Background: an optimization exercise with open tools, aiming at small area and a short achievable clock period. Do not read the settings as production practice.
Only simulation tests tie the RTL to the original design; equivalence was not proved.
Power and IR drop assume default switching activity.

## run A
## acc
module acc (
    input  wire        clk,
    input  wire        rst,
    input  wire        req_valid,
    input  wire [31:0] req_word,
    output wire        rsp_valid,
    output wire [31:0] rsp_word
);
    wire [3:0] op = req_word[31:28];
    wire [7:0] r8 = req_word[23:16];
    wire [7:0] g8 = req_word[15:8];
    wire [7:0] b8 = req_word[7:0];
    reg       seq_active;
    reg       seq_sub;
    reg [7:0] seq_cur;
    wire o1 = op == 4'h1;
    wire o2 = op == 4'h2;
    wire o3 = op == 4'h3;
    wire o4 = op == 4'h4;
    wire o5 = op == 4'h5;
    wire o6 = op == 4'h6;
    wire o7 = op == 4'h7;
    wire o8 = op == 4'h8;
    wire o9 = op == 4'h9;
    wire oa = op == 4'hA;
    wire ob = op == 4'hB;
    wire oc = op == 4'hC;
    wire od = op == 4'hD;
    wire mbz_ok = req_word[27:24] == 4'd0;
    wire z_hi   = req_word[23:11] == 13'd0;
    wire z_8    = z_hi & (req_word[10:8] == 3'd0);
    wire z_3    = z_8 & (req_word[7:3] == 5'd0);
    wire z_all  = z_3 & (req_word[2:0] == 3'd0);
    wire l_c = mbz_ok;                  
    wire l_8 = mbz_ok & z_8;            
    wire l_3 = mbz_ok & z_3;            
    wire l_z = mbz_ok & z_all;          
    wire [1:0] tag = req_word[10:9];
    wire v_fmt = ~tag[1] ? (req_word[8:3] == 6'd0)
                         : (~tag[0] | (req_word[8:5] == 4'd0));
    wire l_v = mbz_ok & z_hi & v_fmt;
    wire       v_rgb_bad;
    wire [2:0] v_bad;
    acc_var_encode u_vchk (.rgb(req_word[8:0]), .range_err(v_rgb_bad), .bad_value(v_bad));
    wire v_grey_bad = req_word[4] & req_word[3];
    wire r_bad = (r8[7:3] != 5'd0) | (r8[2] & r8[1]);
    wire g_bad = (g8[7:3] != 5'd0) | (g8[2] & g8[1]);
    wire b_bad = (b8[7:3] != 5'd0) | (b8[2] & b8[1]);
    wire c_rng = r_bad | g_bad | b_bad;
    wire l_bad = (b8[7:5] != 3'd0) | (b8[4] & b8[3]);
    wire sel_ok = ~(req_word[2] & (req_word[1] | req_word[0]));
    wire legal = ((o1 | o2) & l_3) | ((o3 | o5 | o9 | ob) & l_c)
               | ((o4 | o7 | o8 | oa) & l_8) | (o6 & l_v)
               | (oc & l_3 & sel_ok) | (od & l_z);
    wire rng = ((o3 | o9) & c_rng) | ((o4 | oa) & l_bad)
             | (o6 & tag[1] & (tag[0] ? v_grey_bad : v_rgb_bad));
    wire sq_end = od & ~seq_active;
    wire st1 = ~legal | sq_end;
    wire st0 = legal & (rng | sq_end);
    wire [2:0] s_r, s_g, s_b;
  ...
Settings: LEC_CHECK=0, ABC_AREA=1, CAP_MARGIN=20, CORE_MARGIN=2, CORE_UTILIZATION=50, CTS_BUF_LIST=sky130_fd_sc_hd__clkbuf_4, SETUP_SLACK_MARGIN=5, SLEW_MARGIN=20, BUFFER_PORTS_ARGS=-buffer_cell sky130_fd_sc_hd__buf_2; clock period 11.0 ns.
standard.sh (not shown) runs the stock make flow with config.mk's settings and CLKGATE_MAP_FILE= SYNTH_SCRIPT=/design/flow/synth_recipe.tcl, a recipe that flattens the netlist after the stock synthesis.
==> flow/flow/run.sh <==
#!/bin/bash
# The standard layout with two changes: synthesis maps adders with the
# rest of the logic (no full/half-adder cell extraction), and the port
# buffers are plain buffers (sky130_fd_sc_hd__buf_2).
set -e
echo "export BUFFER_PORTS_ARGS = -buffer_cell sky130_fd_sc_hd__buf_2" >> config.mk
bash standard.sh ADDER_MAP_FILE= finish > standard.log 2>&1
## Diff of input files: run B against run A
- clearing SETUP_SLACK_MARGIN, which used to be 5
- swapping 50 for 85 in CORE_UTILIZATION
### Flow results
Status(run B) = ERROR, stage = global placement without I/O. Run A -> run B: share of the synthesized area in compound gates (AO/OA/AOI/OAI) flat. Lower vertical extent of the die among run A and run B: run B. From run B to run A, fraction of synthesis flops using an asynchronous set or reset pin did not move at all. Re combined area of all synthesized cells: no difference whatsoever between run B and run A. Per the comparison of run B with run A, row count now sits lower, per-instance average area after synthesis now sits at about the same level, width of the die now sits lower, initial cell density of the core now sits higher, xor/xnor share of the synthesized area now sits at about the same level.
--- input diff run B..run C ---
- CORE_UTILIZATION changed from 85 to 70
## What came out
Run C finished every stage and its layout cleared the timing, design-rule and antenna checks.
Run C -> run B: number of enable-type register cells in the synthesized netlist delta 0, exact match
Re flip-flop and latch count after synthesis: no difference whatsoever between run C and run B.
| fraction of synthesized cell area in xor and xnor cells | run C vs run B | ≈ equal |
Inputs modified between run C and run D:
--- a/flow/flow/run.sh
+++ b/flow/flow/run.sh
@@ -2 +2,2 @@
-# The standard layout with two changes: synthesis maps adders with the
+# The standard layout with three changes: constant outputs share one tie cell
+# (no repair_tie_fanout),
@@ -7 +8 @@
-bash standard.sh ADDER_MAP_FILE= finish > standard.log 2>&1
+bash standard.sh ADDER_MAP_FILE= SKIP_REPAIR_TIE_FANOUT=1 finish > standard.log 2>&1
Findings:
For run C, the termination of the worst setup path was rsp_word[5], unlike run D, where it was rsp_word[7].
For critical path depth in cells, dividing the value from run C by the value from run D gives 0.913.
Summary of the comparison: maximum frequency is lower in run D, relative to run C.
Count of sequential standard cells: run C vs run D identical
Relative to run C, fraction of power consumed by the clock network has gone up in run D.
For the non-clock buffer area fraction after layout, run D came in 0.15 points higher than run C did.
Of run C and run D, the higher post-layout worst setup margin belongs to run C.
Diff run C -> run D: met2 usage went down by 0.94 points, sequential share of power went down by 0.3 points, area growth from synthesis to layout went down by 2.2 points.
Relative to run C, the sum of routed wire segments on met1 measured on run D has increased by a few percent.
The following lists how run E was set up differently from run D:
- swapping 70 for 40 in CORE_UTILIZATION
- clearing CTS_BUF_LIST, which used to be sky130_fd_sc_hd__clkbuf_4
--- a/flow/flow/run.sh
+++ b/flow/flow/run.sh
@@ -2,2 +2 @@
-# The standard layout with three changes: constant outputs share one tie cell
-# (no repair_tie_fanout),
+# The standard layout with two changes: synthesis maps adders with the
@@ -8 +7 @@
-bash standard.sh ADDER_MAP_FILE= SKIP_REPAIR_TIE_FANOUT=1 finish > standard.log 2>&1
+bash standard.sh ADDER_MAP_FILE= finish > standard.log 2>&1
### Flow results
Compared with run D, run E shows a lower actual slew at the worst max-slew pin.
Lower met1 routing resource usage after global routing among run E and run D: run E
Worst-case setup margin in the final layout delta (run E − run D): unfavourable
Final-layout non-clock buffer area share: run E < run D
The via count of run E was superior to that of run D.
--- input diff run E..run F ---
- CTS_BUF_LIST newly set to sky130_fd_sc_hd__clkbuf_2
- CORE_UTILIZATION changed from 40 to 70
## What came out
- Across both runs, clock-cell share of area was lower for run F than for run E.
- Summary of the comparison: sum of net half-perimeters after detailed placement is lower in run F, relative to run E.
- Number of well-tap cells placed ended up 49% lower on run F than on run E.
- In run F, the sequential cell fraction of total power came out 1.8 points above the value in run E.
- Die footprint: run F < run E
- Compared with run E, in run F final worst-path cycle share has decreased; final critical delay including setup and external delays down 0.064 ns.
- Run E reports its library cell contributing the largest single delay on the critical path as o21ai_1 while run F reports nor2_1.

[port drivers added, routing unchanged]
Ports are ideal in the flow. The routed layouts listed here were re-timed in OpenROAD. Step 1: set_driving_cell puts a clkbuf_16 on clk and a buf_2 on each other input, an assumption about the parent block. Step 2 times the ports against the registers' clock, not the clock port: input delays grow and output delays shrink by t, the midpoint of the rising clock arrivals with the driver on. Slacks: ideal ports / drivers / drivers and shift; pairs: ideal ports / drivers.
run | t (ns) | setup WS [ns] | cell pins on the clock port's net
run A | 0.287 | 4.314 / 4.276 / 4.276 | 1
run C | 0.274 | 4.366 / 4.347 / 4.347 | 1
run D | 0.294 | 4.322 / 4.303 / 4.303 | 1
run E | 0.257 | 4.302 / 4.280 / 4.280 | 1
run F | 0.265 | 4.366 / 4.347 / 4.347 | 1
After both steps setup and hold are still met in every run listed. For run A, which loses most, drivers alone change the setup slack by -0.038 ns; drivers and shift together by -0.038 ns.
